Context: an optimization exercise on an open-source flow, tuned for small area, a short achievable clock period and few clock cycles. The choices shown serve that exercise and are no tape-out recipe. In this exercise RTL edits were held to simulation tests only and were not proved equivalent to the original. Power figures rest on the tool's default switching activity, not on a simulated workload.

--- flow/flow/run.sh ---
#!/bin/bash
# Standard layout (the standard.sh), with these changes to how it is
# made: the port buffers are buf_1 cells instead of the default pick; the
# timing repair steps aim for a large setup margin so that they size and
# buffer the paths that set the achieved period; and the clock tree is built
# without dummy loads. The SDC is unchanged.
export BUFFER_PORTS_ARGS="-buffer_cell sky130_fd_sc_hd__buf_1"
export SETUP_SLACK_MARGIN=18.75
export CTS_ARGS="-sink_clustering_enable -repair_clock_nets -dont_use_dummy_load -buf_list sky130_fd_sc_hd__clkbuf_8 -sink_clustering_size 18 -sink_clustering_max_diameter 50"
bash standard.sh > standard.log 2>&1
--- flow/standard.sh ---
#!/bin/bash
# synth_recipe.tcl (not shown) runs the flow's synth.tcl, then flattens the netlist and writes it again
# the make line also repeats each setting of config.mk as NAME=value (left out here)
make -C /OpenROAD-flow-scripts/flow DESIGN_CONFIG=/design/flow/config.mk WORK_HOME=/design/flow/orfs CLKGATE_MAP_FILE= SYNTH_SCRIPT=/design/flow/synth_recipe.tcl "${@:-finish}"
--- flow/config.mk ---
export PLATFORM = sky130hd
export DESIGN_NAME = mpd_engine
export DESIGN_NICKNAME = mpd_engine
export VERILOG_FILES = /design/flow/design.v
export SDC_FILE = /design/flow/constraint.sdc
export NUM_CORES = 4
export LEC_CHECK = 0
export CAP_MARGIN = 20
export CORE_MARGIN = 2
export CORE_UTILIZATION = 60
export CTS_BUF_LIST = sky130_fd_sc_hd__clkbuf_8
export CTS_CLUSTER_DIAMETER = 50
export CTS_CLUSTER_SIZE = 18
export SLEW_MARGIN = 20
--- flow/constraint.sdc ---
create_clock -name core_clock -period 25.0 [get_ports {clk}]
set_input_delay 5.0000 -clock core_clock [delete_from_list [all_inputs] [get_ports {clk}]]
set_output_delay 5.0000 -clock core_clock [all_outputs]
set_load 0.01 [all_outputs]
--- flow/design.v ---
module mpd_engine (
    input  wire        clk,
    input  wire        rst,           
    input  wire        cmd_valid,
    output wire        cmd_ready,
    input  wire [31:0] cmd_data,
    output reg         gpio_valid,
    input  wire        gpio_ready,
    output wire [31:0] gpio_addr,
    output reg  [31:0] gpio_data,
    output reg         rsp_valid,
    output reg  [3:0]  rsp_err,
    output reg  [31:0] rsp_result,
    output wire [15:0] rsp_bus,
    output reg  [1:0]  rsp_rot,
    output wire [4:0]  rsp_devcnt
);
    localparam [3:0] E_OK      = 4'd0;
    localparam [3:0] E_ILLEGAL = 4'd1;
    localparam [3:0] E_WIDTH   = 4'd2;
    localparam [3:0] E_PIN     = 4'd3;
    localparam [3:0] E_DUP     = 4'd4;
    localparam [3:0] E_CTRL    = 4'd5;
    localparam [3:0] E_ROT     = 4'd7;
    localparam [3:0] E_OOB     = 4'd9;
    localparam [3:0] E_NOTCFG  = 4'd10;
    localparam [3:0] E_DEV     = 4'd12;
    localparam [3:0] E_FULL    = 4'd13;
    localparam [3:0] E_FATAL   = 4'd14;
    localparam [3:0] M_IDLE  = 4'd0;    
    localparam [3:0] M_TX    = 4'd1;    
    localparam [3:0] M_DRAIN = 4'd2;    
    localparam [3:0] M_W1    = 4'd3;    
    localparam [3:0] M_PIN   = 4'd4;    
    localparam [3:0] M_DEV   = 4'd5;    
    localparam [3:0] M_BUILD = 4'd6;    
    localparam [3:0] M_BSCAN = 4'd10;   
    localparam [3:0] M_ROT   = 4'd7;    
    localparam [3:0] M_BHDR  = 4'd8;    
    localparam [3:0] M_XLO   = 4'd9;    
    localparam [2:0] Q_CSA = 3'd0;
    localparam [2:0] Q_DCC = 3'd1;
    localparam [2:0] Q_DCD = 3'd2;
    localparam [2:0] Q_WRD = 3'd3;
    localparam [2:0] Q_SET = 3'd4;
    localparam [2:0] Q_CLR = 3'd5;
    localparam [2:0] Q_WRA = 3'd6;
    localparam [2:0] Q_CSD = 3'd7;
    integer i;
    reg         cr;              
    reg         iv;              
    reg  [31:0] w;
    reg  [3:0]  mst;
    reg         pend;            
    reg  [2:0]  sq;
    reg         txc, txd, srcc, dtx;
    reg  [15:0] rem;             
    reg  [1:0]  k;               
    reg  [2:0]  g;               
    reg  [7:0]  sp [0:10];
    reg  [10:0] sv;
    reg  [3:0]  hc;
    reg  [2:0]  spol;            
    reg  [7:0]  ip [0:10];
    reg  [2:0]  ipol;
    reg  [6:0]  gmask;           
    reg  [2:0]  ng;
    reg         bus_ready, bus_fatal, last_valid;
    reg  [7:0]  last_byte;
    reg         bmd, bmc, bpin, bdup;
    reg  [11:0] dp [0:7];
    reg  [2:0]  hd;
    reg  [3:0]  devcnt;
    reg         xfk;             
    reg  [2:0]  xc;              
    reg  [1:0]  xe;              
    reg         rstd;            
    reg  [5:0]  res;             
    reg  [2:0]  gg;
    reg         gclr;
    assign cmd_ready  = cr;
    assign gpio_addr  = {4'b0101, 17'd0, gg, 4'd0, 1'b1, gclr, 2'b00};
    assign rsp_bus    = {last_byte, 1'b0, ng, 1'b0, last_valid, bus_fatal, bus_ready};
    assign rsp_devcnt = {1'b0, devcnt};
    wire [3:0] op   = w[31:28];
    wire       act  = (mst == M_IDLE) && iv && !pend;
    wire       free = !gpio_valid || gpio_ready;
    wire tx_legal = (w[25:24] == 2'b00) && (w[27] || (w[23:16] == 8'd0)) &&
                    (w[26] || (w[15:0] == 16'd0));
    wire tx_ok    = tx_legal && !bus_fatal && bus_ready;
    wire start_tx = (mst == M_IDLE) && iv && (op == 4'h3) && tx_ok;
    wire pin_legal = (w[22:8] == 15'd0) && (w[27:24] <= 4'd10) &&
                     !((w[27:24] <= 4'd7) && w[23]);
    wire reg_legal = (w[27:13] == 15'd0);
    wire reg_full  = devcnt[3];
    wire sxf_legal = (w[27:20] == 8'd0) && (w[15:6] == 10'd0) && !w[3];
    wire sxf_devok = !w[19] && ({1'b0, w[18:16]} < devcnt);
    wire keep0 = ((op == 4'h1) && pin_legal) || (op == 4'h4) ||
                 ((op == 4'h9) && reg_legal && !reg_full) ||
                 ((op == 4'hA) && sxf_legal && sxf_devok);
    wire pin_go = (((act && (op == 4'h1) && pin_legal)) || (mst == M_PIN)) &&
                  (hc == w[27:24]);
    wire [2:0] dev_tgt = (op == 4'h9) ? devcnt[2:0] : w[18:16];
    wire dev_go = ((act && (((op == 4'h9) && reg_legal && !reg_full) ||
                            ((op == 4'hA) && sxf_legal && sxf_devok))) ||
                   (mst == M_DEV)) && (hd == dev_tgt);
    reg [11:0] dev_new;
    always @(*) begin
        dev_new = dp[0];
        if (op == 4'h9)
            dev_new = w[11:0];
        else case (w[5:4])
            2'd0: dev_new[2:0]  = w[2:0];
            2'd1: dev_new[5:3]  = w[2:0];
            2'd2: dev_new[8:6]  = w[2:0];
            default: dev_new[11:9] = w[2:0];
        endcase
    end
    wire [2:0] esq  = (mst == M_TX) ? sq : Q_CSA;
    wire       want = start_tx || ((mst == M_TX) && ((sq != Q_WRD) || srcc || iv));
    reg  [7:0] cbyte;
    always @(*) begin
        case (k)
            2'd0: cbyte = w[7:0];
            2'd1: cbyte = w[15:8];
            2'd2: cbyte = w[23:16];
            default: cbyte = w[31:24];
        endcase
    end
    wire changed = !last_valid || (last_byte != cbyte);
    reg  lbv, chg;
    wire wrd_ready = (mst == M_TX) && (sq == Q_WRD) && (srcc || iv);
    wire lb_take   = wrd_ready && !lbv;
    wire chg_now   = lbv ? chg : changed;
    reg  [6:0] gab;
    reg  [2:0] first_g, next_g;
    always @(*) begin
        for (i = 0; i < 7; i = i + 1)
            gab[i] = gmask[i] && (i > g);
        first_g = 3'd0;
        next_g  = 3'd0;
        for (i = 6; i >= 0; i = i - 1) begin
            if (gmask[i]) first_g = i[2:0];
            if (gab[i])   next_g  = i[2:0];
        end
    end
    wire has_next = |gab;
    reg  [7:0] cpin;
    reg        cpol, cact;
    always @(*) begin
        case (esq)
            Q_CSA:   begin cpin = ip[8];  cpol = ipol[0]; cact = 1'b1; end
            Q_CSD:   begin cpin = ip[8];  cpol = ipol[0]; cact = 1'b0; end
            Q_DCC:   begin cpin = ip[9];  cpol = ipol[1]; cact = 1'b0; end
            Q_DCD:   begin cpin = ip[9];  cpol = ipol[1]; cact = 1'b1; end
            Q_WRA:   begin cpin = ip[10]; cpol = ipol[2]; cact = 1'b1; end
            default: begin cpin = ip[10]; cpol = ipol[2]; cact = 1'b0; end
        endcase
    end
    wire isdata = (esq == Q_SET) || (esq == Q_CLR);
    reg [31:0] dmask;
    always @(*) begin
        dmask = 32'd0;
        for (i = 0; i < 8; i = i + 1)
            if ((ip[i][7:5] == g) && (last_byte[i] ^ (esq == Q_CLR)))
                dmask = dmask | (32'd1 << ip[i][4:0]);
    end
    wire [31:0] n_gd   = isdata ? dmask : (32'd1 << cpin[4:0]);
    wire [2:0]  n_gg   = isdata ? g : cpin[7:5];
    wire        n_gclr = isdata ? (esq == Q_CLR) : (cpol ^ cact);
    reg       rbit;
    always @(*) begin
        rbit = 1'b0;
        for (i = 0; i < 27; i = i + 1)
            if (rem[4:0] == i[4:0]) rbit = w[i];
    end
    wire [6:0] rt    = {res, rbit};
    wire [7:0] rstep = (rt >= 7'd45) ? {1'b0, rt - 7'd45} : {1'b0, rt};
    wire [5:0] rinit = w[27] ? 6'd44 : 6'd0;
    reg  [2:0] xcode;
    always @(*) begin
        if (mst == M_XLO)
            xcode = xc;
        else if (xfk) begin
            case (rsp_rot)
                2'd0: xcode = dp[0][2:0];
                2'd1: xcode = dp[0][5:3];
                2'd2: xcode = dp[0][8:6];
                default: xcode = dp[0][11:9];
            endcase
        end else begin
            case (rsp_rot)
                2'd0: xcode = 3'b000;
                2'd1: xcode = 3'b110;
                2'd2: xcode = 3'b011;
                default: xcode = 3'b101;
            endcase
        end
    end
    wire        xph   = (mst == M_XLO);
    wire        xsub  = xph ? xcode[0] : xcode[1];
    wire [15:0] xop   = (xcode[2] ^ xph) ? w[15:0] : w[31:16];
    wire [15:0] xcon  = ((xfk && rsp_rot[0]) ^ xph) ? 16'd319 : 16'd479;
    wire [15:0] xout  = xsub ? xcon - xop : xop;
    wire        x_ge480 = (w[31:25] != 7'd0) || (w[24] & w[23] & w[22] & w[21]);
    wire        x_ge320 = (w[31:25] != 7'd0) || (w[24] & (w[23] | w[22]));
    wire        y_ge480 = (w[15:9] != 7'd0)  || (w[8] & w[7] & w[6] & w[5]);
    wire        y_ge320 = (w[15:9] != 7'd0)  || (w[8] & (w[7] | w[6]));
    wire        mp_oob  = rsp_rot[0] ? (x_ge320 || y_ge480) : (x_ge480 || y_ge320);
    wire        w1_go   = (mst == M_W1) && iv && (!xfk || (xe != 2'd0) || (hd == g));
    wire        w1_hi   = w1_go && (xe == 2'd0) && !(!xfk && mp_oob);
    wire       sc_md  = !sv[0] && !hc[3];
    wire       sc_mc  = !sv[0] && hc[3];
    wire       sc_pin = (sp[0] >= 8'd200);
    wire       sc_dup = (sp[0] == sp[1]) || (sp[0] == sp[2]) || (sp[0] == sp[3]) ||
                        (sp[0] == sp[4]) || (sp[0] == sp[5]);
    wire       f_md   = bmd  || sc_md;
    wire       f_mc   = bmc  || sc_mc;
    wire       f_pin  = bpin || sc_pin;
    wire       f_dup  = bdup || sc_dup;
    wire [3:0] b_err  = f_md ? E_WIDTH : f_mc ? E_CTRL : f_pin ? E_PIN :
                        f_dup ? E_DUP : E_OK;
    wire       sc_new = !hc[3] && (sp[0][7:5] != 3'd7) && !gmask[sp[0][7:5]];
    wire       bscan  = ((mst == M_BUILD) && (hc == 4'd0)) || (mst == M_BSCAN);
    wire       bfin   = (mst == M_BSCAN) && (hc == 4'd10);
    wire drain_last = ((dtx ? (w[15:3] == 13'd0) : (w[31:3] == 29'd0)) &&
                       !(w[2] && (w[1] || w[0])));
    wire [5:0] dhi    = w[7:2] - {5'd0, (k == 2'd0)};
    wire [7:0] dbyte  = (k == 2'd0) ? {dhi, w[1:0]} : (w[7:0] - {7'd0, srcc});
    wire       dbout  = (k == 2'd0) ? (w[7:2] == 6'd0) : (srcc && (w[7:0] == 8'd0));
    wire       dtx_legal = (w[25:24] == 2'b00) && (w[27] || (w[23:16] == 8'd0)) && w[26];
    wire       dstep  = (mst == M_DRAIN) && iv && !((k == 2'd0) && drain_last);
    reg  [3:0]  n_mst;
    reg         n_pend, n_rv;
    reg  [3:0]  n_err;
    reg  [2:0]  n_sq;
    reg         n_txc, n_txd, n_srcc, n_dtx;
    reg  [15:0] n_rem;
    reg  [1:0]  n_k;
    reg  [2:0]  n_g;
    reg  [6:0]  n_gmask;
    reg  [2:0]  n_ng;
    reg         n_ready, n_fatal;
    reg         n_bmd, n_bmc, n_bpin, n_bdup;
    reg  [3:0]  n_devcnt;
    reg         n_xfk;
    reg  [2:0]  n_xc;
    reg  [31:0] n_result;
    reg  [1:0]  n_rot;
    reg  [1:0]  n_xe;
    reg         rel;             
    always @(*) begin
        n_mst    = mst;
        n_pend   = 1'b0;
        n_rv     = 1'b0;
        n_err    = E_OK;
        n_sq     = sq;
        n_txc    = txc;
        n_txd    = txd;
        n_srcc   = srcc;
        n_dtx    = dtx;
        n_rem    = rem;
        n_k      = k;
        n_g      = g;
        n_gmask  = gmask;
        n_ng     = ng;
        n_ready  = bus_ready;
        n_fatal  = bus_fatal;
        n_bmd    = bmd;
        n_bmc    = bmc;
        n_bpin   = bpin;
        n_bdup   = bdup;
        n_devcnt = devcnt;
        n_xfk    = xfk;
        n_xc     = xc;
        n_result = rsp_result;
        n_rot    = rsp_rot;
        n_xe     = xe;
        rel      = 1'b0;
        if (pend) begin
            n_rv  = 1'b1;
            n_err = E_OK;
        end
        if (want) begin
            case (esq)
                Q_CSA: begin
                    n_mst = M_TX;
                    n_txc = w[27];
                    n_txd = w[26];
                    n_rem = w[15:0];
                    n_sq  = w[27] ? Q_DCC : (w[26] ? Q_DCD : Q_CSD);
                    if (!w[27]) rel = 1'b1;
                end
                Q_DCC: begin
                    n_srcc = 1'b1;
                    n_k    = 2'd2;
                    n_sq   = Q_WRD;
                end
                Q_DCD: begin
                    n_srcc = 1'b0;
                    n_k    = 2'd0;
                    n_sq   = (rem == 16'd0) ? Q_CSD : Q_WRD;
                end
                Q_WRD: begin
                    n_g      = first_g;
                    n_sq     = chg_now ? Q_SET : Q_WRA;
                    if (!srcc) begin
                        n_rem = rem - 16'd1;
                        n_k   = k + 2'd1;
                    end
                    if (srcc || (k == 2'd3) || (rem == 16'd1)) rel = 1'b1;
                end
                Q_SET: n_sq = Q_CLR;
                Q_CLR: begin
                    n_g  = next_g;
                    n_sq = has_next ? Q_SET : Q_WRA;
                end
                Q_WRA: begin
                    if (srcc)
                        n_sq = txd ? Q_DCD : Q_CSD;
                    else
                        n_sq = (rem == 16'd0) ? Q_CSD : Q_WRD;
                end
                default: begin  
                    n_mst  = M_IDLE;
                    n_pend = 1'b1;
                end
            endcase
        end
        if (act) begin
            case (op)
                4'h1: begin  
                    if (!pin_legal) begin
                        n_rv = 1'b1; n_err = E_ILLEGAL; rel = 1'b1;
                    end else if (!pin_go)
                        n_mst = M_PIN;
                end
                4'h2: begin  
                    rel = 1'b1;
                    if (w[27:0] != 28'd0) begin
                        n_rv = 1'b1; n_err = E_ILLEGAL;
                    end else if (bus_fatal) begin
                        n_rv = 1'b1; n_err = E_FATAL;
                    end else begin
                        n_mst   = M_BUILD;
                        n_bmd   = 1'b0;
                        n_bmc   = 1'b0;
                        n_bpin  = 1'b0;
                        n_bdup  = 1'b0;
                        n_gmask = 7'd0;
                        n_ng    = 3'd0;
                    end
                end
                4'h3: begin  
                    if (!tx_ok) begin
                        rel   = 1'b1;
                        n_err = !tx_legal ? E_ILLEGAL : bus_fatal ? E_FATAL : E_NOTCFG;
                        if (w[15:0] == 16'd0)
                            n_rv = 1'b1;
                        else begin
                            n_mst = M_DRAIN;
                            n_dtx = 1'b1;
                            n_k   = 2'd0;
                        end
                    end
                end
                4'h4: begin  
                    n_mst = M_ROT;
                    n_rem = 16'd26;
                end
                4'h5: begin  
                    rel  = 1'b1;
                    n_rv = 1'b1;
                    if (w[27:0] != 28'd0)
                        n_err = E_ILLEGAL;
                    else begin
                        n_err = E_OK;
                        case (rsp_rot)
                            2'd0: n_result = 32'd0;
                            2'd1: n_result = 32'd90;
                            2'd2: n_result = 32'd180;
                            default: n_result = 32'd270;
                        endcase
                    end
                end
                4'h9: begin  
                    if (!reg_legal) begin
                        n_rv = 1'b1; n_err = E_ILLEGAL; rel = 1'b1;
                    end else if (reg_full) begin
                        n_rv = 1'b1; n_err = E_FULL; rel = 1'b1;
                    end else if (!dev_go)
                        n_mst = M_DEV;
                end
                4'hA: begin  
                    if (!sxf_legal) begin
                        n_rv = 1'b1; n_err = E_ILLEGAL; rel = 1'b1;
                    end else if (!sxf_devok) begin
                        n_rv = 1'b1; n_err = E_DEV; rel = 1'b1;
                    end else if (!dev_go)
                        n_mst = M_DEV;
                end
                4'hB: begin  
                    rel   = 1'b1;
                    n_mst = M_W1;
                    n_xfk = 1'b1;
                    n_g   = w[18:16];
                    n_xe  = ((w[27:20] != 8'd0) || (w[15:0] != 16'd0)) ? 2'd1 :
                            (w[19] || ({1'b0, w[18:16]} >= devcnt)) ? 2'd2 : 2'd0;
                end
                4'hC: begin  
                    rel   = 1'b1;
                    n_mst = M_W1;
                    n_xfk = 1'b0;
                    n_xe  = (w[27:0] != 28'd0) ? 2'd1 : 2'd0;
                end
                4'h6: begin  
                    rel   = 1'b1;
                    n_mst = M_W1;
                    n_xfk = 1'b0;
                    n_xe  = 2'd1;
                end
                4'hD: begin  
                    rel   = 1'b1;
                    n_mst = M_BHDR;
                    n_k   = 2'd2;
                end
                4'h3: ;
                default: begin
                    rel  = 1'b1;
                    n_rv = 1'b1; n_err = E_ILLEGAL;
                end
            endcase
        end
        if (pin_go) begin
            rel   = 1'b1;
            n_mst = M_IDLE;
            n_rv  = 1'b1; n_err = E_OK;
        end
        if (dev_go) begin
            rel   = 1'b1;
            n_mst = M_IDLE;
            n_rv  = 1'b1; n_err = E_OK;
            if (op == 4'h9) begin
                n_devcnt = devcnt + 4'd1;
                n_result = {29'd0, devcnt[2:0]};
            end
        end
        case (mst)
            M_BUILD, M_BSCAN: if (bscan) begin
                n_mst  = M_BSCAN;
                n_bmd  = f_md;
                n_bmc  = f_mc;
                n_bpin = f_pin;
                n_bdup = f_dup;
                if (sc_new) begin
                    n_gmask[sp[0][7:5]] = 1'b1;
                    n_ng = ng + 3'd1;
                end
                if (bfin) begin
                    n_mst    = M_IDLE;
                    n_rv     = 1'b1;
                    n_err    = b_err;
                    if (b_err != E_OK) begin
                        n_ready = 1'b0;
                        n_fatal = 1'b1;
                        n_ng    = 3'd0;
                    end else
                        n_ready = 1'b1;
                end
            end
            M_ROT: begin
                n_rem = rem - 16'd1;
                if (rem[4:0] == 5'd0) begin
                    rel   = 1'b1;
                    n_mst = M_IDLE;
                    n_rv  = 1'b1;
                    if ((rstep == 8'd0) && !w[0]) begin
                        n_err = E_OK;
                        n_rot = w[2:1];
                    end else
                        n_err = E_ROT;
                end
            end
            M_W1: begin
                if (w1_hi) begin
                    n_mst = M_XLO;
                    n_xc  = xcode;
                    n_result[31:16] = xout;
                end else if (w1_go) begin
                    rel   = 1'b1;
                    n_mst = M_IDLE;
                    n_rv  = 1'b1;
                    n_err = (xe == 2'd1) ? E_ILLEGAL : (xe == 2'd2) ? E_DEV : E_OOB;
                end
            end
            M_XLO: begin
                rel   = 1'b1;
                n_mst = M_IDLE;
                n_rv  = 1'b1;
                n_result[15:0] = xout;
            end
            M_BHDR: begin
                if (iv) begin
                    rel = 1'b1;
                    if (k != 2'd0)
                        n_k = k - 2'd1;
                    else begin
                        n_err = E_ILLEGAL;
                        if (w == 32'd0) begin
                            n_mst = M_IDLE;
                            n_rv  = 1'b1;
                        end else begin
                            n_mst = M_DRAIN;
                            n_dtx = 1'b0;
                            n_k   = 2'd0;
                        end
                    end
                end
            end
            M_DRAIN: begin
                if (iv) begin
                    if ((k == 2'd0) && drain_last) begin
                        rel   = 1'b1;
                        n_mst = M_IDLE;
                        n_rv  = 1'b1;
                        n_err = !dtx ? E_ILLEGAL : !dtx_legal ? E_ILLEGAL :
                                bus_fatal ? E_FATAL : E_NOTCFG;
                    end else begin
                        n_k    = k + 2'd1;
                        n_srcc = dbout;
                        if (k == 2'd3) rel = 1'b1;
                    end
                end
            end
            default: ;
        endcase
    end
    wire n_iv = cr ? cmd_valid : !(free && rel);
    always @(posedge clk) begin
        if (cr && (mst != M_DRAIN))
            w <= cmd_data;
        else if (dstep)
            w <= {dbyte, w[31:8]};
        for (i = 0; i < 10; i = i + 1)
            sp[i] <= sp[i + 1];
        sp[10] <= pin_go ? w[7:0] : sp[0];
        if (act && (op == 4'h1) && pin_legal && w[27])
            spol[w[25:24]] <= w[23];
        for (i = 0; i < 7; i = i + 1)
            dp[i] <= dp[i + 1];
        dp[7] <= dev_go ? dev_new : dp[0];
        if (bscan) begin
            for (i = 0; i < 11; i = i + 1)
                if (hc == i[3:0]) ip[i] <= sp[0];
            if (bfin)
                ipol <= spol;
        end
        res <= (mst == M_ROT) ? rstep[5:0] : rinit;
        if (free) begin
            gpio_data <= n_gd;
            gg        <= n_gg;
            gclr      <= n_gclr;
            sq        <= n_sq;
            txc       <= n_txc;
            txd       <= n_txd;
            srcc      <= n_srcc;
            rem       <= n_rem;
            k         <= n_k;
            g         <= n_g;
        end
        gmask <= n_gmask;
        bmd   <= n_bmd;
        bmc   <= n_bmc;
        bpin  <= n_bpin;
        bdup  <= n_bdup;
        xfk   <= n_xfk;
        xc    <= n_xc;
        xe    <= n_xe;
        dtx   <= n_dtx;
        rsp_err <= n_err;
        rstd    <= rst;
    end
    always @(posedge clk) begin
        if (rst) begin
            cr         <= 1'b1;
            iv         <= 1'b0;
            rsp_valid  <= 1'b0;
            gpio_valid <= 1'b0;
            mst        <= M_IDLE;
            pend       <= 1'b0;
        end else begin
            cr <= !n_iv;
            iv <= n_iv;
            rsp_valid <= free && n_rv;
            if (free) begin
                gpio_valid <= want;
                mst        <= n_mst;
                pend       <= n_pend;
            end
        end
    end
    always @(posedge clk) begin
        if (rstd) begin
            sv         <= 11'd0;
            hc         <= 4'd0;
            hd         <= 3'd0;
            devcnt     <= 4'd0;
            bus_ready  <= 1'b0;
            bus_fatal  <= 1'b0;
            ng         <= 3'd0;
            rsp_rot    <= 2'd0;
            rsp_result <= 32'd0;
        end else begin
            sv <= {pin_go || sv[0], sv[10:1]};
            hc <= (hc == 4'd10) ? 4'd0 : hc + 4'd1;
            hd <= hd + 3'd1;
            devcnt     <= n_devcnt;
            bus_ready  <= n_ready;
            bus_fatal  <= n_fatal;
            ng         <= n_ng;
            rsp_rot    <= n_rot;
            rsp_result <= n_result;
        end
    end
    always @(posedge clk) begin
        if (rstd || bfin) begin
            last_valid <= 1'b0;
            last_byte  <= 8'd0;
        end else if (lb_take) begin
            last_valid <= 1'b1;
            last_byte  <= cbyte;
        end
        if (lb_take)
            chg <= changed;
        if (rst)
            lbv <= 1'b0;
        else if (free && want && (esq == Q_WRD))
            lbv <= 1'b0;
        else if (lb_take)
            lbv <= 1'b1;
    end
endmodule
==> results of run 1 <==
metrics by stage:
stage	cells	total power [mW]	hold slack, ns	util	worst slack, ns
floorplan	2417	1.68	0.310	-	18.38
global placement	2911	1.95	0.310	0.621	18.30
detailed placement	2911	1.98	0.312	0.621	18.24
CTS	2951	2.36	0.283	0.636	18.72
global route	2952	2.50	0.282	0.637	18.75
finish	2952	2.40	0.277	0.637	18.79
kinds of logic (layout without fill, tap and decap cells):
| kind of cell | Yosys count | count (layout) | synth area share |
|---|---|---|---|
| buffers and inverters | 246 | 263 | 0.0462 |
| other | 2 | 31 | 0.000323 |
| adders and majority gates | 40 | 40 | 0.0218 |
| and+or+nand+nor | 807 | 807 | 0.176 |
| xor gates and xnor gates | 127 | 127 | 0.0478 |
| AOI/OAI and AO/OA | 618 | 618 | 0.180 |
| muxes | 67 | 67 | 0.0314 |
| DFF | 481 | 481 | 0.497 |
layout make-up:
type,instances,area (um^2)
tap,518,648
fill,3194,14000
inverter,71,270
multi-input combinational,1690,10800
clock buffer,40,551
sequential,481,11600
timing repair buffer,152,667
layer usage:
metal | track usage | vias to the layer above | part of all wire
li1 | - | 8809 | -
met1 | 0.520 | 9476 | 0.41
met2 | 0.568 | 1307 | 0.43
met3 | 0.0867 | 247 | 0.11
met4 | 0.165 | 2 | 0.047
met5 | 0 | - | 0.00014
sequential cells by signal, summed over array words and instances (netlist names), 7 cells and up, named ones only:
signal / cells
w: 32
rsp_result: 32
ip: 88
gmask: 7
dp: 96
gpio_data: 32
sp: 88
last_byte: 8
sv: 11
rem: 16
synthesized netlist by cell type, drive strengths merged, types with 62 or more instances:
cell,n,share of area
nor3,87,0.019
a21oi,128,0.028
nor2b,62,0.017
inv,70,0.011
nor2,223,0.036
o21ai,101,0.022
clkbuf,121,0.020
nand2,163,0.026
xnor2,73,0.027
dfxtp,287,0.25
o22ai,118,0.032
edfxtp,194,0.25
power by group through the flow:
stage | Combinational (mW) | Sequential, mW | Clock (mW)
6_report | 0.833 | 1.19 | 0.382
5_1_grt | 0.904 | 1.19 | 0.412
4_1_cts | 0.807 | 1.17 | 0.386
3_5_place_dp | 0.802 | 1.18 | 0
3_3_place_gp | 0.775 | 1.18 | 0
2_1_floorplan | 0.658 | 1.02 | 0
timing repair:
action                     4_1_cts  5_1_grt
setup endpoints to repair       17       11
resized for setup               24       11
hold buffers                     0        0
worst reg2reg max path: cells and delay by family (launching register included):
kind / cells / cell delay [ns]
adder cells (fa/ha/maj): 1 / 0.27
XOR/XNOR: 1 / 0.21
buffers and inverters: 1 / 0.36
AND/OR/NAND/NOR: 3 / 0.57
AO/OA/AOI/OAI: 9 / 2.20
flip-flops: 1 / 0.99
how the worst max path moves through the flow:
stage | startpoint | to | depth (start not counted) | slack [ns]
2_1_floorplan | gpio_ready | sq[0] | 3 | 18.38
3_3_place_gp | gpio_ready | sq[0] | 5 | 18.30
3_5_place_dp | gpio_ready | sq[2] | 5 | 18.24
4_1_cts | last_byte[0] | rsp_bus[8] | 1 | 18.72
5_1_grt | last_byte[7] | rsp_bus[15] | 1 | 18.75
6_report | last_byte[0] | rsp_bus[8] | 1 | 18.79
==> summary.txt, run 1 <==
TIMING
---------------------------------------------------------------------------------
Max-slew headroom at the worst pin                                          0.210
Final hold violation count                                                      0
Skew final                                                              0.0777 ns
Setup repair after global routing missed its margin                         false
Final worst path period need                                              6.21 ns
Final total negative setup slack                                             0 ns
Total setup violations reported at the end of the flow                          0
Max frequency                                                           0.161 GHz
Least-Margin Pin Slew                                                     1.19 ns
Fin crit share                                                              0.248
Max Slew Vio Count                                                              0

SETUP PATH
---------------------------------------------------------------------------------
Worst-case register-to-register setup slack                              20.27 ns
Number of buffer and inverter instances along the worst setup path              1
Crit path max-delay family                                             flip-flops
Crit path max fanout                                                            5
Largest stage delay, worst path                                           0.41 ns
Worst path cell trace                                                       buf_1
Req. time, crit path                                                     20.00 ns
R2R Path Start                                                               w[5]
Sort of element at the start of the critical path                            flop
Cell with the largest stage delay on the worst path                  sky130_fd_sc_hd__dfxtp_4
Type of the setup path with the least slack                            reg -> out
Data arrival, critical path                                               1.21 ns
CP endpoint kind                                                     primary output
Worst reg2reg path depth                                                       15
Capture point of the worst reg-to-reg path                             rsp_err[1]

RUN
---------------------------------------------------------------------------------
Maximum Capacitance Violations                                                  0

DETAILED ROUTING
---------------------------------------------------------------------------------
1st-iter DRT viols                                                           2872
Routed WL                                                                 77.6 mm
Count of TritonRoute iterations in the first routing pass                       8
Total vias in the final route                                               19800
Antenna-violating nets left                                                     0
Residual DRC                                                                    0
Number of vias per cell                                                      6.72
Average routed wire per standard cell                                     26.3 um

LOGIC SYNTHESIS
---------------------------------------------------------------------------------
Post-synth top flop                                                  sky130_fd_sc_hd__dfxtp_1
Number of standard cells after synthesis                                     2388
Synth unique cells                                                             87
Seq/Total Area, Yosys                                                       0.497
Share of async-settable or async-resettable flops after synthesis               0
Mean cell area of the mapped netlist                                    9.75 um^2
Post-synth EDFFs                                                              194
Flop and latch count out of synthesis                                         481
Post-synthesis instance area                                           23300 um^2
Ys Warns                                                                        4

GRT
---------------------------------------------------------------------------------
First-pass GRT wire length                                                 115 mm
Residual overflow from global routing                                           0
Vias in the first global route                                              18700
Global-route usage over all layers                                          0.376
Antenna violations before repair                                                2
Largest net degree at the start of global routing                              59

POWER
---------------------------------------------------------------------------------
Fraction of power consumed by the clock network                             0.159
Power per unit of standard cell area                                 98.0 nW/um^2
Internal Power                                                            1.40 mW
Leakage power figure                                                      8.52 nW
Part of the power in combinational logic                                    0.347
Net switching share of the total power                                      0.418
Share of total power in sequential cells                                    0.494
Sw power                                                                  1.00 mW
Peak supply drop                                                        0.0826 mV

FINAL LAYOUT
---------------------------------------------------------------------------------
Most common library cell in the layout ignoring fill and taps        sky130_fd_sc_hd__dfxtp_1
Design Area, Final                                                     24500 um^2
N_diodes                                                                        0
Number of nets in the finished design                                        2512
Ratio of cells with drive above 1 in the final layout                      0.0715
Synth-to-Final Area Change                                                  5.32%
Leading cell types in the layout, fill and taps excluded             sky130_fd_sc_hd__dfxtp_1 (268), sky130_fd_sc_hd__nor2_1 (223), sky130_fd_sc_hd__edfxtp_1 (194)

PLACEMENT
---------------------------------------------------------------------------------
Detailed Place HPWL                                                       56.6 mm
Buffers on Ports                                                              130
Standard cell area after detailed placement                            23900 um^2
Last weighted congestion value of the routability-driven placer              1.02

MIN PATH
---------------------------------------------------------------------------------
Worst Hold Depth                                                                0
Worst hold path startpoint                                               dp[6][7]
Hold worst-path end                                                      dp[5][7]
Tightest Hold Check Type                                               reg -> reg

FLOORPLAN
---------------------------------------------------------------------------------
Standard cell core area                                                38500 um^2
Overall die area                                                       40400 um^2
Chip Width                                                                 201 um
Die Ht                                                                     201 um
Starting density of the core                                                0.605
Io pins                                                                       162
FP Rows                                                                        72

CTS
---------------------------------------------------------------------------------
Register clock-pin slew on the reported worst setup and hold paths        0.11 ns
CTS H-tree depth                                                                2
Clock latency of the later-clocked register in the worst-skew pair        0.65 ns
Maximum clock insertion buffer count                                            3
Clock sink count                                                              481
CTS tree                                                                    built
Post-CTS Setup Repair Bufs                                                      0
Clock root buffer master                                             sky130_fd_sc_hd__clkbuf_8
Clock buffers created by TritonCTS                                             40

OUTCOME
---------------------------------------------------------------------------------
Outcome                                                              complete, no violations

Testbench counts, summed over its fixed seeds: cycles 187,449.
==> inputs of run 2 (changes only) <==
--- a/flow/flow/run.sh
+++ b/flow/flow/run.sh
@@ -5,6 +5,6 @@
 # buffer the paths that set the achieved period; and the clock tree is built
 # without dummy loads. The SDC is unchanged.
 export BUFFER_PORTS_ARGS="-buffer_cell sky130_fd_sc_hd__buf_1"
-export SETUP_SLACK_MARGIN=18.75
+export SETUP_SLACK_MARGIN=18.8
 export CTS_ARGS="-sink_clustering_enable -repair_clock_nets -dont_use_dummy_load -buf_list sky130_fd_sc_hd__clkbuf_8 -sink_clustering_size 18 -sink_clustering_max_diameter 50"
 bash standard.sh > standard.log 2>&1
==> run 2 against run 1 <==
Area after synthesis unchanged. Sequential share of layout area down 0.13 points. Still clean on timing, DRC and antenna. Largest power group unchanged. Clock power about the same. Core utilization up 0.31 points. Critical endpoint is now gpio_addr[9]. Largest cell class unchanged. Routed wire length up 0.29%. Register-to-register slack worse by 0.02 ns.
==> summary.txt, run 2 <==
CTS
----------------------------------------------------------------------------------
Clock latency of the later-clocked register in the worst-skew pair         0.66 ns   about the same
Maximum clock insertion buffer count                                             3   unchanged
CTS H-tree depth                                                                 2   unchanged
Register clock-pin slew on the reported worst setup and hold paths         0.11 ns   about the same
CTS tree                                                                     built
Clock buffers created by TritonCTS                                              40   unchanged
Clock sink count                                                               481   unchanged
CTS Hold Bufs                                                                    0   unchanged
Clock root buffer master                                              sky130_fd_sc_hd__clkbuf_8

SETUP PATH
----------------------------------------------------------------------------------
Number of buffer and inverter instances along the worst setup path               1   unchanged
Data arrival, critical path                                                1.20 ns   about the same
Worst path cell trace                                                     clkbuf_2
Cell with the largest stage delay on the worst path                   sky130_fd_sc_hd__edfxtp_1
Crit path max fanout                                                             1   -4
Crit path max-delay family                                              flip-flops
Sort of element at the start of the critical path                             flop
CP endpoint kind                                                      primary output
Type of the setup path with the least slack                             reg -> out
Req. time, crit path                                                      20.00 ns   about the same
Largest stage delay, worst path                                            0.41 ns   about the same

TIMING
----------------------------------------------------------------------------------
Total setup violations reported at the end of the flow                           0   unchanged
Max-slew headroom at the worst pin                                           0.216   +0.00639
Final worst path period need                                               6.20 ns   -0.00780 ns
Least-Margin Pin Slew                                                      1.18 ns   -0.00959 ns
Final total negative setup slack                                              0 ns   unchanged
Max frequency                                                            0.161 GHz   +0.12%
Hold slack final                                                          0.278 ns   +0.000732 ns
Final hold violation count                                                       0   unchanged
Fin crit share                                                               0.248   -0.000312
Setup repair after global routing missed its margin                           true
Skew final                                                               0.0811 ns   +0.00341 ns
Max Slew Vio Count                                                               0   unchanged

LOGIC SYNTHESIS
----------------------------------------------------------------------------------
Mean cell area of the mapped netlist                                     9.75 um^2   unchanged
Number of standard cells after synthesis                                      2388   unchanged
Synth unique cells                                                              87   unchanged
Biggest area contributors in the synthesized netlist                  sky130_fd_sc_hd__edfxtp_1 (25%), sky130_fd_sc_hd__dfxtp_1 (25%), sky130_fd_sc_hd__nor2_1 (3.6%)
Synth area leader                                                     sky130_fd_sc_hd__edfxtp_1
Most instantiated cells after synthesis                               sky130_fd_sc_hd__dfxtp_1 (287), sky130_fd_sc_hd__nor2_1 (223), sky130_fd_sc_hd__edfxtp_1 (194)
Flop and latch count out of synthesis                                          481   unchanged
Post-synth EDFFs                                                               194   unchanged
Most common cell in the netlist                                       sky130_fd_sc_hd__dfxtp_1
Ys Warns                                                                         4   unchanged
Post-synth top flop                                                   sky130_fd_sc_hd__dfxtp_1
Share of async-settable or async-resettable flops after synthesis                0   unchanged
Seq/Total Area, Yosys                                                        0.497   unchanged
Post-synthesis instance area                                            23300 um^2   unchanged
Fraction of post-synthesis cell area in the top cell type by area            0.250   unchanged

FLOORPLAN
----------------------------------------------------------------------------------
Standard cell core area                                                 38500 um^2   unchanged
Io pins                                                                        162   unchanged
Chip Width                                                                  201 um   unchanged
Overall die area                                                        40400 um^2   unchanged
FP Rows                                                                         72   unchanged
Starting density of the core                                                 0.605   unchanged
Die Ht                                                                      201 um   unchanged

GRT
----------------------------------------------------------------------------------
Antenna violations before repair                                                 2   unchanged
First-pass GRT wire length                                                  115 mm   +0.31%
Largest net degree at the start of global routing                               59   unchanged
Residual overflow from global routing                                            0   unchanged
Vias in the first global route                                               18700   +0.21%
Global-route usage over all layers                                           0.377   +0.000947

DETAILED ROUTING
----------------------------------------------------------------------------------
Antenna-violating nets left                                                      0   unchanged
Residual DRC                                                                     0   unchanged
Total vias in the final route                                                19900   +0.42%
Routed WL                                                                  77.8 mm   +0.29%
Average routed wire per standard cell                                      26.3 um   about the same
Number of vias per cell                                                       6.74   +0.21%
1st-iter DRT viols                                                            2861   -0.38%
Count of TritonRoute iterations in the first routing pass                        7   -1

OUTCOME
----------------------------------------------------------------------------------
Outcome                                                               complete, no violations

PLACEMENT
----------------------------------------------------------------------------------
Buffers on Ports                                                               130   unchanged
Last weighted congestion value of the routability-driven placer               1.02   unchanged
Detailed Place HPWL                                                        56.6 mm   unchanged

FINAL LAYOUT
----------------------------------------------------------------------------------
Biggest regs                                                          dp: 96 flops, ip: 88 flops, sp: 88 flops
FF/Latch Area                                                           11600 um^2   +0.20%
Final-layout fill cell count                                                  3173   -0.66%
Most common library cell in the layout ignoring fill and taps         sky130_fd_sc_hd__dfxtp_1
Flip-flop count of the largest register, all copies and words added             96   unchanged
Register containing the most flip-flops in the final layout                     dp
Synth-to-Final Area Change                                                   5.82%
Leading cell types in the layout, fill and taps excluded              sky130_fd_sc_hd__dfxtp_1 (265), sky130_fd_sc_hd__nor2_1 (223), sky130_fd_sc_hd__edfxtp_1 (194)
Number of nets in the finished design                                         2517   +0.20%
Footprint of the multi-input gates                                      10800 um^2   unchanged
Ratio of cells with drive above 1 in the final layout                       0.0836   +0.0122

RUN
----------------------------------------------------------------------------------
Maximum Capacitance Violations                                                   0   unchanged

MIN PATH
----------------------------------------------------------------------------------
Tightest Hold Check Type                                                reg -> reg

POWER
----------------------------------------------------------------------------------
Peak supply drop                                                         0.0826 mV   about the same
Power per unit of standard cell area                                  97.7 nW/um^2   -0.33%
Leakage power figure                                                       8.65 nW   +1.5%

run 2: cell counts after synthesis:
No cell type changed its count.
run 2: final timing paths:
kind,from,endpoint,slack (ns),cells past startpoint
worst min-delay path,dp[6][7],dp[5][7],0.28,0
worst max register to register,w[5],rsp_err[1],20.25,15
worst min register to register,dp[6][7],dp[5][7],0.28,0
worst max-delay path,gg[1],gpio_addr[9],18.80,1
run 2: cell type report:
type,instances,share of cell area
Inverter,71,0.0110
Sequential cell,481,0.473
Antenna cell,1,0.000102
Multi-Input combinational cell,1690,0.437
Clock buffer,40,0.0224
Tap cell,518,0.0263
Timing Repair Buffer,157,0.0308
run 2: timing repair:
item,4_1_cts,5_1_grt
gates cloned,0,0
resized for setup,54,21
setup endpoints to repair,25,21
buffers inserted,3,2
run 2: metrics by stage:
step | setup WS [ns] | util | std cells | total power [mW] | instance area (um^2)
2_1_floorplan | 18.38 | - | 2417 | 1.68 | 23400
3_3_place_gp | 18.30 | 0.621 | 2911 | 1.95 | 23900
3_5_place_dp | 18.24 | 0.621 | 2911 | 1.98 | 23900
4_1_cts | 18.76 | 0.638 | 2954 | 2.36 | 24600
5_1_grt | 18.76 | 0.640 | 2957 | 2.50 | 24600
6_report | 18.80 | 0.640 | 2958 | 2.41 | 24600
run 2: power by group:
part	internal [mW]	total (mW)	switching [mW]
clock	0.143	0.383	0.240
combinational	0.313	0.836	0.522
sequential	0.943	1.19	0.244
run 2: per-layer routing:
metal	routed length [um]	global-route usage	part of all wire	up-vias
met4	3490	0.160	0.045	2
li1	-	-	-	8824
met5	16	0	0.00021	-
met1	31400	0.518	0.40	9527
met2	34100	0.576	0.44	1334
met3	8820	0.0865	0.11	237
run 2: logic make-up (layout without fill, tap and decap cells):
kind of cell	Yosys count	in the layout	synth area share
AO/OA/AOI/OAI	618	618	0.180
other	2	32	0.000323
flip-flops	481	481	0.497
AND/OR/NAND/NOR	807	807	0.176
adder cells (fa/ha/maj)	40	40	0.0218
buffers and inverters	246	268	0.0462
multiplexers	67	67	0.0314
XOR/XNOR	127	127	0.0478
==> inputs of run 3 (changes only) <==
==> flow/flow/run.sh (replaced) <==
#!/bin/bash
# Standard layout (the standard.sh), with these changes to how it is
# made: the port buffers are buf_2 cells instead of the default pick; the
# timing repair steps aim for a large setup margin so that they size and
# buffer the paths that set the achieved period; and the clock tree is built
# without dummy loads. The SDC is unchanged.
export BUFFER_PORTS_ARGS="-buffer_cell sky130_fd_sc_hd__buf_2"
export SETUP_SLACK_MARGIN=18.75
export CTS_ARGS="-sink_clustering_enable -repair_clock_nets -dont_use_dummy_load -buf_list sky130_fd_sc_hd__clkbuf_8 -sink_clustering_size 18 -sink_clustering_max_diameter 50"
bash standard.sh > standard.log 2>&1
==> run 3 against run 2 <==
Worst hold slack improved by 0.014 ns. First-iteration DRC count fell by 1.3%. Critical endpoint is now rsp_bus[9]. Still clean. Via count rose by 1.1%. Sequential power barely moved.
==> summary.txt, run 3 <==
SETUP PATH
----------------------------------------------------------------------------------
CP endpoint kind                                                      primary output
Worst path cell trace                                                        buf_2
Crit path max-delay family                                              flip-flops
Worst-case register-to-register setup slack                               20.18 ns   -0.07 ns
Data arrival, critical path                                                1.21 ns   about the same
Number of buffer and inverter instances along the worst setup path               1   unchanged
Cell with the largest stage delay on the worst path                   sky130_fd_sc_hd__dfxtp_1
Largest stage delay, worst path                                            0.42 ns   about the same
R2R Path Start                                                                w[5]
Sort of element at the start of the critical path                             flop
Crit path max fanout                                                             5   +4
Req. time, crit path                                                      20.00 ns   about the same
Origin of the worst setup path                                        last_byte[1]
Type of the setup path with the least slack                             reg -> out

RUN
----------------------------------------------------------------------------------
Maximum Capacitance Violations                                                   0   unchanged

CTS
----------------------------------------------------------------------------------
Register clock-pin slew on the reported worst setup and hold paths         0.10 ns   about the same
Maximum clock insertion buffer count                                             3   unchanged
Clock sink count                                                               481   unchanged
CTS H-tree depth                                                                 2   unchanged
Clock buffers created by TritonCTS                                              40   unchanged
Clock latency of the later-clocked register in the worst-skew pair         0.65 ns   about the same
Clock root buffer master                                              sky130_fd_sc_hd__clkbuf_8
CTS tree                                                                     built

DETAILED ROUTING
----------------------------------------------------------------------------------
Routed WL                                                                  79.1 mm   +1.6%
Number of vias per cell                                                       6.82   +1.3%
Average routed wire per standard cell                                      26.8 um   +1.8%
Total vias in the final route                                                20100   +1.1%
Residual DRC                                                                     0   unchanged
Count of TritonRoute iterations in the first routing pass                        9   +2
1st-iter DRT viols                                                            2823   -1.3%
Antenna-violating nets left                                                      0   unchanged

TIMING
----------------------------------------------------------------------------------
Skew final                                                                0.100 ns   +0.0194 ns
Setup repair after global routing missed its margin                          false
Max-slew headroom at the worst pin                                           0.237   +0.0205
Final hold violation count                                                       0   unchanged
Total setup violations reported at the end of the flow                           0   unchanged
Final total negative setup slack                                              0 ns   unchanged
Max frequency                                                            0.161 GHz   -0.21%
Max Slew Vio Count                                                               0   unchanged
Final worst path period need                                               6.21 ns   +0.0128 ns
Least-Margin Pin Slew                                                      1.14 ns   -0.0308 ns
Fin crit share                                                               0.249   +0.000512

LOGIC SYNTHESIS
----------------------------------------------------------------------------------
Flop and latch count out of synthesis                                          481   unchanged
Synth area leader                                                     sky130_fd_sc_hd__edfxtp_1
Biggest area contributors in the synthesized netlist                  sky130_fd_sc_hd__edfxtp_1 (25%), sky130_fd_sc_hd__dfxtp_1 (25%), sky130_fd_sc_hd__nor2_1 (3.6%)
Most instantiated cells after synthesis                               sky130_fd_sc_hd__dfxtp_1 (287), sky130_fd_sc_hd__nor2_1 (223), sky130_fd_sc_hd__edfxtp_1 (194)
Most common cell in the netlist                                       sky130_fd_sc_hd__dfxtp_1
Fraction of post-synthesis cell area in the top cell type by area            0.250   unchanged
Ys Warns                                                                         4   unchanged
Post-synth EDFFs                                                               194   unchanged
Number of standard cells after synthesis                                      2388   unchanged
Synth unique cells                                                              87   unchanged
Post-synth top flop                                                   sky130_fd_sc_hd__dfxtp_1
Mean cell area of the mapped netlist                                     9.75 um^2   unchanged
Share of async-settable or async-resettable flops after synthesis                0   unchanged
Seq/Total Area, Yosys                                                        0.497   unchanged
Post-synthesis instance area                                            23300 um^2   unchanged

GRT
----------------------------------------------------------------------------------
Residual overflow from global routing                                            0   unchanged
Antenna violations before repair                                                 2   unchanged
Global-route usage over all layers                                           0.385   +0.00763
Vias in the first global route                                               19300   +3.3%
First-pass GRT wire length                                                  118 mm   +2.2%
Largest net degree at the start of global routing                               59   unchanged

OUTCOME
----------------------------------------------------------------------------------
Outcome                                                               complete, no violations

FINAL LAYOUT
----------------------------------------------------------------------------------
Synth-to-Final Area Change                                                   5.91%   about the same
Ratio of cells with drive above 1 in the final layout                        0.120   +0.0367
Most common library cell in the layout ignoring fill and taps         sky130_fd_sc_hd__dfxtp_1
Flip-flop count of the largest register, all copies and words added             96   unchanged
Design Area, Final                                                      24700 um^2   about the same
Biggest regs                                                          dp: 96 flops, ip: 88 flops, sp: 88 flops
Final-layout fill cell count                                                  3023   -4.7%
Register containing the most flip-flops in the final layout                     dp
Number of nets in the finished design                                         2512   -0.20%
Leading cell types in the layout, fill and taps excluded              sky130_fd_sc_hd__dfxtp_1 (271), sky130_fd_sc_hd__nor2_1 (223), sky130_fd_sc_hd__edfxtp_1 (194)

PLACEMENT
----------------------------------------------------------------------------------
Buffers on Ports                                                               130   unchanged
Last weighted congestion value of the routability-driven placer               1.03   +0.58%
Detailed Place HPWL                                                        57.6 mm   +1.9%
Standard cell area after detailed placement                             24100 um^2   +0.71%

POWER
----------------------------------------------------------------------------------
Power per unit of standard cell area                                  98.1 nW/um^2   +0.41%
Peak supply drop                                                         0.0716 mV   -13%
Leakage power figure                                                       8.99 nW   +4.0%

MIN PATH
----------------------------------------------------------------------------------
Worst hold path startpoint                                                dp[7][8]
Tightest Hold Check Type                                                reg -> reg

FLOORPLAN
----------------------------------------------------------------------------------
Die Ht                                                                      201 um   unchanged
Io pins                                                                        162   unchanged
Chip Width                                                                  201 um   unchanged
Starting density of the core                                                 0.605   unchanged
Standard cell core area                                                 38500 um^2   unchanged
FP Rows                                                                         72   unchanged
Overall die area                                                        40400 um^2   unchanged

-- run 3: cell counts after synthesis --
Identical to the previous run, type by type.
-- run 3: power by group --
part | total, mW | switching [mW] | internal [mW]
logic | 0.847 | 0.531 | 0.316
clock network | 0.383 | 0.240 | 0.143
registers | 1.19 | 0.244 | 0.943
-- run 3: worst paths after layout --
check / end / depth (start not counted)
max: rsp_bus[9] / 1
min: dp[6][8] / 0
max reg2reg: rsp_err[1] / 15
min reg2reg: dp[6][8] / 0
-- run 3: final cells by class --
| type | instances | area, um^2 | share of cell area |
|---|---|---|---|
| flip-flops and latches | 481 | 11600 | 0.471 |
| multi-input cells | 1690 | 10800 | 0.436 |
| well taps | 518 | 648 | 0.0263 |
| inverters | 71 | 270 | 0.0110 |
| diodes | 1 | 2.50 | 0.000102 |
| clock buffers | 40 | 551 | 0.0223 |
| repair buffers | 152 | 820 | 0.0332 |
-- run 3: metrics by stage --
step | cells | hold slack [ns] | utilization | setup WS (ns) | total power, mW
after floorplan | 2417 | 0.310 | - | 18.38 | 1.68
after global placement | 2912 | 0.310 | 0.626 | 18.32 | 1.96
after detailed placement | 2912 | 0.312 | 0.626 | 18.23 | 1.99
after CTS | 2952 | 0.289 | 0.640 | 18.76 | 2.37
after global routing | 2953 | 0.286 | 0.641 | 18.75 | 2.51
final | 2953 | 0.292 | 0.641 | 18.79 | 2.42
-- run 3: cells by family (layout without fill, tap and decap cells) --
kind of cell,after synthesis,count (layout),share of synthesized area
AOI/OAI and AO/OA,618,618,0.180
xor gates and xnor gates,127,127,0.0478
adders and majority gates,40,40,0.0218
buffers and inverters,246,263,0.0462
DFF,481,481,0.497
muxes,67,67,0.0314
other,2,32,0.000323
and+or+nand+nor,807,807,0.176
-- run 3: repair_timing --
item / 4_1_cts / 5_1_grt
hold buffers: 0 / 0
pin swaps: 0 / 0
gates resized for setup: 13 / 6
endpoints found under the hold margin: 0 / 0
setup buffers: 0 / 0
setup endpoints to repair: 13 / 6
-- run 3: routing by layer --
| metal | track usage | wire length (um) |
|---|---|---|
| met5 | 0 | 62 |
| met1 | 0.513 | 30800 |
| met2 | 0.584 | 34300 |
| met4 | 0.182 | 4230 |
| met3 | 0.105 | 9710 |
==> inputs of run 4 (changes only) <==
==> flow/flow/run.sh (replaced) <==
#!/bin/bash
# Standard layout (the standard.sh), with these changes to how it is
# made: the port buffers are buf_2 cells instead of the default pick; the
# timing repair steps after placement aim for a large setup margin so that
# they size and buffer the paths that set the achieved period (the
# floorplan step, before placement, keeps the default margin); and the
# clock tree is built without dummy loads. The SDC is unchanged.
set -e
export BUFFER_PORTS_ARGS="-buffer_cell sky130_fd_sc_hd__buf_2"
export CTS_ARGS="-sink_clustering_enable -repair_clock_nets -dont_use_dummy_load -buf_list sky130_fd_sc_hd__clkbuf_8 -sink_clustering_size 18 -sink_clustering_max_diameter 50"
bash standard.sh floorplan > standard_floorplan.log 2>&1
export SETUP_SLACK_MARGIN=18.75
bash standard.sh > standard.log 2>&1
==> run 4 against run 3 <==
First-iteration DRC count up 2.9%. Sequential power barely moved. Worst hold slack got worse by 0.0022 ns. Worst setup slack got worse by 0.013 ns. Clock skew is 0.0047 ns lower. Critical path depth is the same. Routed wire length fell by 3.8%. Synthesized cell count did not move. Final cell count up 0.24%. Register-to-register slack improved by 0.12 ns. Area after synthesis unchanged.
==> summary.txt, run 4 <==
CTS
----------------------------------------------------------------------------------
CTS H-tree depth                                                                 2   unchanged
Clock buffers created by TritonCTS                                              41   +2.5%
Maximum clock insertion buffer count                                             3   unchanged
Clock root buffer master                                              sky130_fd_sc_hd__clkbuf_8
Clock sink count                                                               481   unchanged
Register clock-pin slew on the reported worst setup and hold paths         0.11 ns   about the same
Post-CTS Setup Repair Bufs                                                       0   unchanged
Clock latency of the later-clocked register in the worst-skew pair         0.66 ns   about the same
CTS tree                                                                     built

LOGIC SYNTHESIS
----------------------------------------------------------------------------------
Post-synthesis instance area                                            23300 um^2   unchanged
Fraction of post-synthesis cell area in the top cell type by area            0.250   unchanged
Post-synth EDFFs                                                               194   unchanged
Seq/Total Area, Yosys                                                        0.497   unchanged
Ys Warns                                                                         4   unchanged
Biggest area contributors in the synthesized netlist                  sky130_fd_sc_hd__edfxtp_1 (25%), sky130_fd_sc_hd__dfxtp_1 (25%), sky130_fd_sc_hd__nor2_1 (3.6%)
Most instantiated cells after synthesis                               sky130_fd_sc_hd__dfxtp_1 (287), sky130_fd_sc_hd__nor2_1 (223), sky130_fd_sc_hd__edfxtp_1 (194)
Synth area leader                                                     sky130_fd_sc_hd__edfxtp_1
Share of async-settable or async-resettable flops after synthesis                0   unchanged
Most common cell in the netlist                                       sky130_fd_sc_hd__dfxtp_1
Mean cell area of the mapped netlist                                     9.75 um^2   unchanged
Post-synth top flop                                                   sky130_fd_sc_hd__dfxtp_1
Flop and latch count out of synthesis                                          481   unchanged
Synth unique cells                                                              87   unchanged
Number of standard cells after synthesis                                      2388   unchanged

GRT
----------------------------------------------------------------------------------
First-pass GRT wire length                                                  114 mm   -3.2%
Residual overflow from global routing                                            0   unchanged
Global-route usage over all layers                                           0.370   -0.0151
Vias in the first global route                                               18900   -2.2%
Largest net degree at the start of global routing                               64   +8.5%
Antenna violations before repair                                                 2   unchanged

TIMING
----------------------------------------------------------------------------------
Final total negative setup slack                                              0 ns   unchanged
Skew final                                                               0.0958 ns   -0.00470 ns
Least-Margin Pin Slew                                                      1.12 ns   -0.0226 ns
Max frequency                                                            0.161 GHz   -0.21%
Max Slew Vio Count                                                               0   unchanged
Max-slew headroom at the worst pin                                           0.250   +0.0130
Total setup violations reported at the end of the flow                           0   unchanged
Final worst path period need                                               6.23 ns   +0.0133 ns
Final hold violation count                                                       0   unchanged
Setup repair after global routing missed its margin                          false
Fin crit share                                                               0.249   +0.000532

DETAILED ROUTING
----------------------------------------------------------------------------------
Number of vias per cell                                                       6.69   -1.9%
1st-iter DRT viols                                                            2906   +2.9%
Antenna-violating nets left                                                      0   unchanged
Residual DRC                                                                     0   unchanged
Total vias in the final route                                                19800   -1.7%
Average routed wire per standard cell                                      25.7 um   -4.0%
Count of TritonRoute iterations in the first routing pass                        9   unchanged
Routed WL                                                                  76.1 mm   -3.8%

SETUP PATH
----------------------------------------------------------------------------------
Req. time, crit path                                                      20.00 ns   about the same
Crit path max fanout                                                             5   unchanged
Worst path cell trace                                                        buf_2
Largest stage delay, worst path                                            0.43 ns   about the same
R2R Path Start                                                              rem[0]
Sort of element at the start of the critical path                             flop
Crit path max-delay family                                              flip-flops
Type of the setup path with the least slack                             reg -> out
Origin of the worst setup path                                        last_byte[0]
CP endpoint kind                                                      primary output
Number of buffer and inverter instances along the worst setup path               1   unchanged
Data arrival, critical path                                                1.23 ns   +0.02 ns
Cell with the largest stage delay on the worst path                   sky130_fd_sc_hd__dfxtp_2

FLOORPLAN
----------------------------------------------------------------------------------
Standard cell core area                                                 38500 um^2   unchanged
Chip Width                                                                  201 um   unchanged
Starting density of the core                                                 0.605   unchanged
FP Rows                                                                         72   unchanged
Io pins                                                                        162   unchanged
Overall die area                                                        40400 um^2   unchanged
Die Ht                                                                      201 um   unchanged

POWER
----------------------------------------------------------------------------------
Power per unit of standard cell area                                  97.6 nW/um^2   -0.43%
Peak supply drop                                                         0.0769 mV   +7.4%
Leakage power figure                                                       9.02 nW   +0.33%
Final total power                                                          2.41 mW   -0.30%

PLACEMENT
----------------------------------------------------------------------------------
Last weighted congestion value of the routability-driven placer               1.00   -2.0%
Buffers on Ports                                                               130   unchanged
Detailed Place HPWL                                                        55.4 mm   -3.8%

FINAL LAYOUT
----------------------------------------------------------------------------------
Register containing the most flip-flops in the final layout                     dp
Synth-to-Final Area Change                                                   6.05%
Biggest regs                                                          dp: 96 flops, ip: 88 flops, sp: 88 flops
Final core utilization                                                       0.642   +0.000846
Leading cell types in the layout, fill and taps excluded              sky130_fd_sc_hd__dfxtp_1 (270), sky130_fd_sc_hd__nor2_1 (223), sky130_fd_sc_hd__edfxtp_1 (194)
Ratio of cells with drive above 1 in the final layout                        0.122   +0.00175
Number of nets in the finished design                                         2518   +0.24%
Flip-flop count of the largest register, all copies and words added             96   unchanged
Most common library cell in the layout ignoring fill and taps         sky130_fd_sc_hd__dfxtp_1

OUTCOME
----------------------------------------------------------------------------------
Outcome                                                               complete, no violations

RUN
----------------------------------------------------------------------------------
Maximum Capacitance Violations                                                   0   unchanged

MIN PATH
----------------------------------------------------------------------------------
Worst hold path startpoint                                               dp[3][10]
Tightest Hold Check Type                                                reg -> reg

## run 4: routing by layer
metal  global-route usage  share of wire  up-vias
met3               0.0903           0.12      231
li1                     -              -     8833
met5                    0              0        -
met2                0.568           0.44     1275
met1                0.505           0.40     9470
met4                0.145          0.041        0
## run 4: final timing paths
check / slack, ns / depth (start not counted) / endpoint
min reg2reg: 0.29 / 0 / dp[2][10]
max: 18.77 / 1 / rsp_bus[8]
min: 0.29 / 0 / dp[2][10]
max reg2reg: 20.30 / 17 / rsp_err[1]
## run 4: timing repair
action | 4_1_cts | 5_1_grt
hold buffers | 0 | 0
setup endpoints to repair | 17 | 4
gates resized for setup | 18 | 3
## run 4: stage by stage
step	cell area, um^2	cells	setup WS [ns]	hold WS, ns
4_1_cts	24700	2957	18.72	0.293
2_1_floorplan	23400	2417	17.79	0.310
6_report	24700	2960	18.77	0.290
5_1_grt	24700	2958	18.75	0.290
3_3_place_gp	24100	2916	18.07	0.310
3_5_place_dp	24100	2916	18.03	0.312
## run 4: final cells by class
class                   count  area (um^2)
inverters                  71          267
repair buffers            157          855
diodes                      2         5.00
clock buffers              41          564
multi-input cells        1690        10700
fillers                  3112        13800
flip-flops and latches    481        11600
well taps                 518          648
## run 4: cell families after synthesis
family,share of synthesized area
compound gates,0.180
xor+xnor,0.0478
fa+ha+maj,0.0218
buf+inv,0.0462
flops,0.497
mux,0.0314
other cells,0.000323
simple gates,0.176
## run 4: report_power, final
| group | internal (mW) | switching [mW] |
|---|---|---|
| clock | 0.147 | 0.238 |
| combinational | 0.318 | 0.537 |
| sequential | 0.943 | 0.227 |

## port drivers added, routing unchanged
The results above use ideal ports. As a check the final layouts listed here were re-extracted and re-timed, cells and wires unchanged. Step 1 sets driving cells, clkbuf_16 on the clock port and buf_2 on the other inputs (assumed; they add their load-dependent delay and slew). Step 2, shift: input delay + t, output delay - t, t = (earliest + latest rising clock arrival at the registers) / 2. This alone moves slack from input paths to output paths. Three values: ideal ports, drivers, drivers and shift; two values: the first two.
run	shift t [ns]	setup WS [ns]	worst setup path after step 2
run 1	0.666	18.792 / 18.738 / 18.342	input to register
run 2	0.667	18.799 / 18.746 / 18.308	input to register
run 3	0.655	18.787 / 18.734 / 18.302	input to register
run 4	0.660	18.773 / 18.721 / 18.304	input to register
After both steps every run listed still meets setup and hold. For run 2, which loses most, drivers alone change the setup slack by -0.053 ns; drivers and shift together by -0.491 ns.
